This design comes from an exercise in tuning for small area on the open sky130 flow, not from production work. In this exercise RTL edits were held to simulation tests only and were not proved equivalent to the original. No activity file was given, so power comes from the tool's default toggle rates.

==> flow/design.v <==
module ppp_rx (
    input             clk,
    input             rst,
    input             in_valid,
    input      [7:0]  in_data,
    output            pay_valid,
    output     [7:0]  pay_data,
    output            rec_valid,
    output            rec_err,
    output     [31:0] rec_w0,
    output     [31:0] rec_w1,
    output     [31:0] rec_w2,
    output     [31:0] rec_w3
);
    localparam [7:0]  FLAG = 8'h7E;
    localparam [7:0]  ESC  = 8'h7D;
    localparam [11:0] L_3012 = 12'h8B8;
    function [15:0] crc16_byte(input [15:0] crc_in, input [7:0] b);
        integer k;
        reg [15:0] c;
        begin
            c = crc_in ^ {8'h00, b};
            for (k = 0; k < 8; k = k + 1)
                c = c[0] ? ((c >> 1) ^ 16'h8408) : (c >> 1);
            crc16_byte = c;
        end
    endfunction
    reg        open_q;       
    reg        esc_q;        
    reg        pay_q;        
    reg [11:0] cnt;          
    reg [11:0] lfsr;         
    reg        over;         
    reg        acq;          
    reg        ctl;          
    reg        cx0, cx1;     
    reg [7:0]  b0, b1;       
    reg [7:0]  b2, b3;       
    reg [7:0]  d0, d1;       
    reg [15:0] crc;          
    wire is_flag = in_valid && (in_data == FLAG);
    wire is_body = in_valid && open_q && (in_data != FLAG);
    wire push    = is_body && (esc_q || (in_data != ESC));
    wire [7:0] u = {in_data[7:6], in_data[5] ^ esc_q, in_data[4:0]};
    wire [2:0] cl   = cnt[2:0];
    wire       c_lt4 = (cnt[11:2] == 10'd0);
    wire       c_eq1 = c_lt4 && (cl[1:0] == 2'd1);
    wire       c_eq2 = c_lt4 && (cl[1:0] == 2'd2);
    wire       c_eq3 = c_lt4 && (cl[1:0] == 2'd3);
    wire acq_now = (b0 == 8'hFF) && (d0 == 8'h03);
    wire first = !pay_q && (((cl == 3'd3) && b0[0] && !acq_now) ||
                            ((cl == 3'd4) && !b0[0]) ||
                            ((cl == 3'd5) && b0[0]) ||
                            (cl == 3'd6));
    wire evict = pay_q || cl[2] || cl[1];
    wire emit  = push && (pay_q || first);
    wire is_ctl = !b0[0] &&
                  (((b0 == 8'hC0) && ((b1 == 8'h21) || (b1 == 8'h23))) ||
                   ((b0 == 8'h80) && ((b1 == 8'h21) || (b1 == 8'h57))));
    wire nonempty = pay_q || (cl != 3'd0) || esc_q;
    wire short = !pay_q && ((cl < 3'd3) ||
                            ((cl == 3'd3) && !b0[0]) ||
                            ((cl == 3'd4) && b0[0]) ||
                            ((cl == 3'd5) && !b0[0]));
    wire err = over || esc_q || short;
    wire        r_ac  = acq && !(!pay_q && (cl == 3'd3));
    wire        r_pc  = !ctl && b0[0];
    wire        s57   = !cx0 && cx1;
    wire [15:0] p_ctl = {1'b1, cx0, 6'd0, 1'b0, s57, !s57, s57, 1'b0, s57, cx1, 1'b1};
    wire [15:0] r_proto = ctl ? p_ctl : (b0[0] ? {8'h00, b0} : {b0, b1});
    wire [15:0] r_fcs_rx   = {d1, d0};
    wire [15:0] r_fcs_calc = ~crc;
    wire        r_fcs_ok   = (r_fcs_rx == r_fcs_calc);
    wire [15:0] len    = {b0, b1};
    wire        cv     = ctl && !c_lt4 && !err;
    wire        r_under = (len < 16'd4);
    wire        r_ovr   = (len > {4'h0, cnt});
    wire [11:0] r_end   = r_ovr ? cnt : len[11:0];
    wire [11:0] r_opt   = r_end - 12'd4;
    assign rec_valid = !rst && is_flag && open_q && nonempty;
    assign rec_err   = err;
    assign rec_w0 = err ? {24'h0, 6'b001100, over, !over && esc_q}
                        : {10'h0, cv && r_under, cv && r_ovr, cv, r_pc, r_ac,
                           r_fcs_ok, r_proto};
    assign rec_w1 = err ? 32'h0 : {r_fcs_calc, r_fcs_rx};
    assign rec_w2 = cv ? {b0, b1, b3, b2} : 32'h0;
    assign rec_w3 = {20'h0, (cv && !r_under) ? r_opt : 12'h0};
    assign pay_valid = !rst && emit;
    assign pay_data  = d0;
    always @(posedge clk) begin
        if (rst)
            open_q <= 1'b0;
        else if (is_flag)
            open_q <= 1'b1;
        if (is_flag) begin
            esc_q <= 1'b0;
            pay_q <= 1'b0;
            cnt   <= 12'd0;
            lfsr  <= 12'd0;
            over  <= 1'b0;
            ctl   <= 1'b0;
            crc   <= 16'hFFFF;
        end else if (is_body) begin
            lfsr <= {lfsr[10:0], ~(lfsr[11] ^ lfsr[5] ^ lfsr[3] ^ lfsr[0])};
            if (lfsr == L_3012)
                over <= 1'b1;
            if (push) begin
                esc_q <= 1'b0;
                d0 <= d1;
                d1 <= u;
                cnt <= first ? 12'd1 : cnt + 12'd1;
                if (first)
                    pay_q <= 1'b1;
                if (evict)
                    crc <= crc16_byte(crc, d0);
                if (!pay_q) begin
                    if (cl == 3'd3)
                        acq <= acq_now;
                    if ((cl == 3'd2) || ((cl == 3'd4) && b0[0]))
                        b0 <= d0;
                    if ((cl == 3'd3) || (cl == 3'd5))
                        b1 <= d0;
                end else begin
                    if (c_eq2) begin
                        ctl <= is_ctl;
                        cx0 <= b0[6];
                        cx1 <= b1[1];
                        if (is_ctl)
                            b0 <= d0;
                    end
                    if (c_eq3 && ctl)
                        b1 <= d0;
                    if (c_eq1)
                        b3 <= d0;
                end
                if (first)
                    b2 <= d0;
            end else begin
                esc_q <= 1'b1;
            end
        end
    end
endmodule
make LEC_CHECK=0 CAP_MARGIN=20 CORE_MARGIN=2 CORE_UTILIZATION=70 SLEW_MARGIN=20 finish   # period 5.5 ns
run.sh (not shown) runs the stock make flow with config.mk's settings and CLKGATE_MAP_FILE= SYNTH_SCRIPT=/design/flow/synth_recipe.tcl, a recipe that flattens the netlist after the stock synthesis.
==> next run, changes <==
- CORE_UTILIZATION: 70 -> 40
Routed wire length is lower by a few percent.
Power is higher by roughly a tenth.
Setup slack is better by 0.076 ns.
Via count is lower by roughly a tenth.
Non-clock buffer count is higher by 1.
Die area is higher by well over a third.
Final cell count is higher by roughly a tenth.
Critical path depth does not change.

* * *

Another version of the RTL of ppp_rx (not shown whole).
For scale: roughly 540 cells after synthesis, about 95 flip-flops, roughly 150 I/O pins.
==> flow/design.v (excerpt) <==
module ppp_rx (
    input             clk,
    input             rst,
    input             in_valid,
    input      [7:0]  in_data,
    output            pay_valid,
    output     [7:0]  pay_data,
    output            rec_valid,
    output            rec_err,
    output     [31:0] rec_w0,
    output     [31:0] rec_w1,
    output     [31:0] rec_w2,
    output     [31:0] rec_w3
);
==> flow/config.mk <==
export PLATFORM = sky130hd
export DESIGN_NAME = ppp_rx
export DESIGN_NICKNAME = ppp_rx
export VERILOG_FILES = /design/flow/design.v
export SDC_FILE = /design/flow/constraint.sdc
export NUM_CORES = 4
export LEC_CHECK = 0
export CAP_MARGIN = 0
export CORE_MARGIN = 2
export CORE_UTILIZATION = 80
export SLEW_MARGIN = 0
==> flow/constraint.sdc <==
create_clock -name core_clock -period 5.5 [get_ports {clk}]
set_input_delay 1.1000 -clock core_clock [delete_from_list [all_inputs] [get_ports {clk}]]
set_output_delay 1.1000 -clock core_clock [all_outputs]
set_load 0.01 [all_outputs]
standard.sh (not shown) runs the stock make flow with config.mk's settings and CLKGATE_MAP_FILE= SYNTH_SCRIPT=/design/flow/synth_recipe.tcl, a recipe that flattens the netlist after the stock synthesis.
==> flow/flow/run.sh <==
#!/bin/bash
# The standard layout (standard.sh: the standard flow's synthesis script and the ORFS
# steps, unchanged scripts) with these changes:
#  - synthesis maps the logic with an area-oriented ABC script
#    (flow/abc_area.script) in place of ORFS's speed script; the flip-flops
#    and everything else in synthesis are unchanged;
#  - port buffers are the smallest buffer (buf_1) instead of the default choice;
#  - clock tree synthesis inserts no dummy loads and uses clkbuf_8;
#  - the constant outputs share one tie cell (no tie fan-out repair).
set -euo pipefail
work=$PWD
{
  printf 'proc abc {args} { set i [lsearch -exact $args -script]; if {$i >= 0} { lset args [expr {$i + 1}] %s }; yosys abc {*}$args }\n' "$work/flow/abc_area.script"
  cat synth_recipe.tcl
} > my_synth.tcl
sed "s#SYNTH_SCRIPT=[^ ]*#SYNTH_SCRIPT=$work/my_synth.tcl#" standard.sh > my_standard.sh
grep -q "SYNTH_SCRIPT=$work/my_synth.tcl" my_standard.sh
export BUFFER_PORTS_ARGS="-buffer_cell sky130_fd_sc_hd__buf_1"
export CTS_ARGS="-sink_clustering_enable -repair_clock_nets -dont_use_dummy_load -buf_list sky130_fd_sc_hd__clkbuf_8"
export SKIP_REPAIR_TIE_FANOUT=1
bash my_standard.sh > standard_flow.log 2>&1
==> flow/flow/abc_area.script <==
strash
dc2
dc2
dch -f
amap
topo
The starting point ran to the end with no violations.
==> next run, changes <==
==> flow/flow/run.sh (replaced) <==
#!/bin/bash
# The standard layout (standard.sh: the standard flow's synthesis and ORFS steps, unchanged
# scripts) with these changes:
#  - port buffers are the smallest buffer (buf_1) instead of the default choice;
#  - clock tree synthesis inserts no dummy loads and uses clkbuf_8;
#  - the constant outputs share one tie cell (no tie fan-out repair).
set -euo pipefail
export BUFFER_PORTS_ARGS="-buffer_cell sky130_fd_sc_hd__buf_1"
export CTS_ARGS="-sink_clustering_enable -repair_clock_nets -dont_use_dummy_load -buf_list {sky130_fd_sc_hd__clkbuf_4 sky130_fd_sc_hd__clkbuf_8}"
export SKIP_REPAIR_TIE_FANOUT=1
bash standard.sh > standard_flow.log 2>&1
CAP_MARGIN = 10   (was 0)
CORE_UTILIZATION = 70   (was 80)
SLEW_MARGIN = 10   (was 0)
removed: flow/flow/abc_area.script
Via count went down by 12%.
Maximum frequency goes up by 8.0%.
Final cell count went up by 4.7%.
Count of clock-buffer cells in the layout is unchanged.
Core utilization fell by 15 points.
Sequential share of layout area went down by 3.7 points.
Routed wire length came out lower by 17%.
==> next run, changes <==
==> flow/flow/run.sh (replaced) <==
#!/bin/bash
# The standard layout (standard.sh: the standard flow's synthesis script and the ORFS
# steps, unchanged scripts) with these changes:
#  - synthesis maps the logic with an area-oriented ABC script
#    (flow/abc_area.script) in place of ORFS's speed script; the flip-flops
#    and everything else in synthesis are unchanged;
#  - port buffers are the smallest buffer (buf_1) instead of the default choice;
#  - clock tree synthesis inserts no dummy loads and uses clkbuf_8;
#  - the constant outputs share one tie cell (no tie fan-out repair).
set -euo pipefail
work=$PWD
{
  printf 'proc abc {args} { set i [lsearch -exact $args -script]; if {$i >= 0} { lset args [expr {$i + 1}] %s }; yosys abc {*}$args }\n' "$work/flow/abc_area.script"
  cat synth_recipe.tcl
} > my_synth.tcl
sed "s#SYNTH_SCRIPT=[^ ]*#SYNTH_SCRIPT=$work/my_synth.tcl#" standard.sh > my_standard.sh
grep -q "SYNTH_SCRIPT=$work/my_synth.tcl" my_standard.sh
export BUFFER_PORTS_ARGS="-buffer_cell sky130_fd_sc_hd__buf_1"
export CTS_ARGS="-sink_clustering_enable -repair_clock_nets -dont_use_dummy_load -buf_list sky130_fd_sc_hd__clkbuf_8"
export SKIP_REPAIR_TIE_FANOUT=1
bash my_standard.sh > standard_flow.log 2>&1
==> flow/flow/abc_area.script (new file) <==
strash
dc2
dch
amap
topo
GPL_TIMING_DRIVEN = 0   (was default)
=> Via count came out higher by 5.1%. Clock power shrinks by about 2%. Clock skew falls by 0.016 ns. Sequential share of layout area increases by 1.6 points. Sequential power is higher by 3.3%. Synthesized area went down by 11%. Utilization rises by 6.9 points. Power went up by 8.3%. First-iteration DRC count came out higher by 22%. Wire length climbs by 3.5%. Global-route usage grows by 2.8 points.

* * *

Another version of the RTL of ppp_rx (not shown whole).
For scale: roughly 96 flip-flops, roughly 150 I/O pins, ~5500 um^2 of cells after synthesis.
## ppp_rx
module ppp_rx (
    input             clk,
    input             rst,
    input             in_valid,
    input      [7:0]  in_data,
    output            pay_valid,
    output     [7:0]  pay_data,
    output            rec_valid,
    output            rec_err,
    output     [31:0] rec_w0,
    output     [31:0] rec_w1,
    output     [31:0] rec_w2,
    output     [31:0] rec_w3
);
Settings: LEC_CHECK=0, CAP_MARGIN=10, CORE_MARGIN=2, CORE_UTILIZATION=70, SLEW_MARGIN=10; clock period 5.5 ns.
==> flow/flow/run.sh <==
#!/bin/bash
# The standard layout (standard.sh: the standard flow's synthesis and ORFS steps, unchanged
# scripts) with two arguments changed:
#  - port buffers are the smallest buffer (buf_1) instead of the default choice;
#  - clock tree synthesis inserts no dummy loads.
set -euo pipefail
export BUFFER_PORTS_ARGS="-buffer_cell sky130_fd_sc_hd__buf_1"
export CTS_ARGS="-sink_clustering_enable -repair_clock_nets -dont_use_dummy_load -buf_list sky130_fd_sc_hd__clkbuf_8 -sink_clustering_size 32 -sink_clustering_max_diameter 300"
bash standard.sh > standard_flow.log 2>&1
The first run finished clean.
Rerun with:
--- a/flow/flow/run.sh
+++ b/flow/flow/run.sh
@@ -7,3 +7,3 @@
 export BUFFER_PORTS_ARGS="-buffer_cell sky130_fd_sc_hd__buf_1"
-export CTS_ARGS="-sink_clustering_enable -repair_clock_nets -dont_use_dummy_load -buf_list sky130_fd_sc_hd__clkbuf_8 -sink_clustering_size 32 -sink_clustering_max_diameter 300"
+export CTS_ARGS="-sink_clustering_enable -repair_clock_nets -dont_use_dummy_load -buf_list sky130_fd_sc_hd__clkbuf_8"
 bash standard.sh > standard_flow.log 2>&1
Result: The changed run produced a clean layout; area after synthesis stays the same; maximum frequency does not change; sequential power stays flat; total power does not change; setup slack is unchanged.

* * *

ppp_rx with an RTL version that a note above also has.
For scale: roughly 590 cells after synthesis, ~95 flip-flops, ~150 I/O pins, roughly 5400 um^2 of cells after synthesis.
Design ppp_rx, start of the top module:
module ppp_rx (
    input             clk,
    input             rst,
    input             in_valid,
    input      [7:0]  in_data,
    output            pay_valid,
    output     [7:0]  pay_data,
    output            rec_valid,
    output            rec_err,
    output     [31:0] rec_w0,
    output     [31:0] rec_w1,
    output     [31:0] rec_w2,
    output     [31:0] rec_w3
);
    localparam [7:0]  FLAG = 8'h7E;
    localparam [7:0]  ESC  = 8'h7D;
    localparam [11:0] L_3013 = 12'hC1D;
    function [15:0] crc16_byte(input [15:0] crc_in, input [7:0] b);
        reg [7:0] x;
        begin
            x = crc_in[7:0] ^ b;
            x = x ^ {x[3:0], 4'h0};
            crc16_byte = {8'h00, crc_in[15:8]} ^ {x, 8'h00} ^ {5'h00, x, 3'h0} ^ {12'h000, x[7:4]};
        end
    endfunction
    reg        open_q;       
    reg        esc_q;        
    reg        pay_q;        
    reg [11:0] cnt;          
  ...
export LEC_CHECK = 0
export CAP_MARGIN = 10
export CORE_MARGIN = 2
export CORE_UTILIZATION = 70
export SLEW_MARGIN = 10
create_clock -name core_clock -period 5.5 [get_ports {clk}]
==> flow/flow/run.sh <==
#!/bin/bash
# The standard layout (standard.sh: the standard flow's synthesis and ORFS steps, unchanged
# scripts) with these changes:
#  - port buffers are the smallest buffer (buf_1) instead of the default choice;
#  - clock tree synthesis inserts no dummy loads and uses clkbuf_8;
#  - the constant outputs share one tie cell (no tie fan-out repair).
set -euo pipefail
export BUFFER_PORTS_ARGS="-buffer_cell sky130_fd_sc_hd__buf_1"
export CTS_ARGS="-sink_clustering_enable -repair_clock_nets -dont_use_dummy_load -buf_list sky130_fd_sc_hd__clkbuf_8"
export SKIP_REPAIR_TIE_FANOUT=1
bash standard.sh > standard_flow.log 2>&1
The first run passed the timing, design-rule and antenna checks.
==> next run, changes <==
--- a/flow/flow/run.sh
+++ b/flow/flow/run.sh
@@ -2,2 +2,5 @@
-# The standard layout (standard.sh: the standard flow's synthesis and ORFS steps, unchanged
-# scripts) with these changes:
+# The standard layout (standard.sh: the standard flow's synthesis script and the ORFS
+# steps, unchanged scripts) with these changes:
+#  - synthesis maps the logic with an area-oriented ABC script
+#    (flow/abc_area.script) in place of ORFS's speed script; the flip-flops
+#    and everything else in synthesis are unchanged;
@@ -7,0 +11,7 @@
+work=$PWD
+{
+  printf 'proc abc {args} { set i [lsearch -exact $args -script]; if {$i >= 0} { lset args [expr {$i + 1}] %s }; yosys abc {*}$args }\n' "$work/flow/abc_area.script"
+  cat synth_recipe.tcl
+} > my_synth.tcl
+sed "s#SYNTH_SCRIPT=[^ ]*#SYNTH_SCRIPT=$work/my_synth.tcl#" standard.sh > my_standard.sh
+grep -q "SYNTH_SCRIPT=$work/my_synth.tcl" my_standard.sh
@@ -11 +21 @@
-bash standard.sh > standard_flow.log 2>&1
+bash my_standard.sh > standard_flow.log 2>&1
==> flow/flow/abc_area.script (new file) <==
strash
dc2
dch
amap
topo
The new run completed without violations.
Global-route usage goes up by 3.4 points.
Clock power falls by about 1%.
Setup slack degrades by 0.40 ns.
Die area falls by 10%.
Worst hold slack gets worse by 0.011 ns.
Maximum frequency is lower by 7.9%.
Sequential power grows by 3.2%.
Sequential share of layout area rises by 3.3 points.
Synthesized area went down by 11%.
Total power increases by 7.4%.
Count of clock-buffer cells in the layout is unchanged.

-- afterwards: timing with drivers on the ports --
No port has a modelled driver above. Below, the same layouts with a new extraction and two added sets of constraints.
Step 1: set_driving_cell puts a clkbuf_16 on clk and a buf_2 on each other input, an assumption about the parent block.
Step 2 moves the port delays by t, midway between the first and last clock arrival at a register: inputs arrive t later, outputs are due t later. That takes back most of the time a late clock gives input paths.
Three values: ideal, step 1, step 2; two values: the first two.
run | t (ns) | setup WS [ns] | worst setup path after step 2 | clock arrival spread, ns | cell pins on the clock port's net
the first run of note 1 | 0.397 | 0.233 / 0.199 / 0.596 | register to output | 0.014 / 0.014 | 1
the second run of note 1 | 0.386 | 0.309 / 0.270 / 0.656 | register to output | 0.009 / 0.008 | 1
the first run of note 2 | 0.387 | 0.410 / 0.382 / 0.769 | register to output | 0.021 / 0.020 | 1
the second run of note 2 | 0.379 | 0.786 / 0.754 / 1.132 | register to output | 0.036 / 0.037 | 1
the third run of note 2 | 0.371 | 0.376 / 0.344 / 0.484 | input to register | 0.021 / 0.021 | 1
the first run of note 3 | 0.371 | 0.746 / 0.716 / 1.087 | register to output | 0.048 / 0.048 | 1
the second run of note 3 | 0.371 | 0.746 / 0.716 / 1.087 | register to output | 0.048 / 0.048 | 1
the first run of note 4 | 0.379 | 0.786 / 0.754 / 1.132 | register to output | 0.036 / 0.037 | 1
the second run of note 4 | 0.382 | 0.383 / 0.352 / 0.734 | register to output | 0.027 / 0.027 | 1
After both steps every run listed still meets setup and hold.
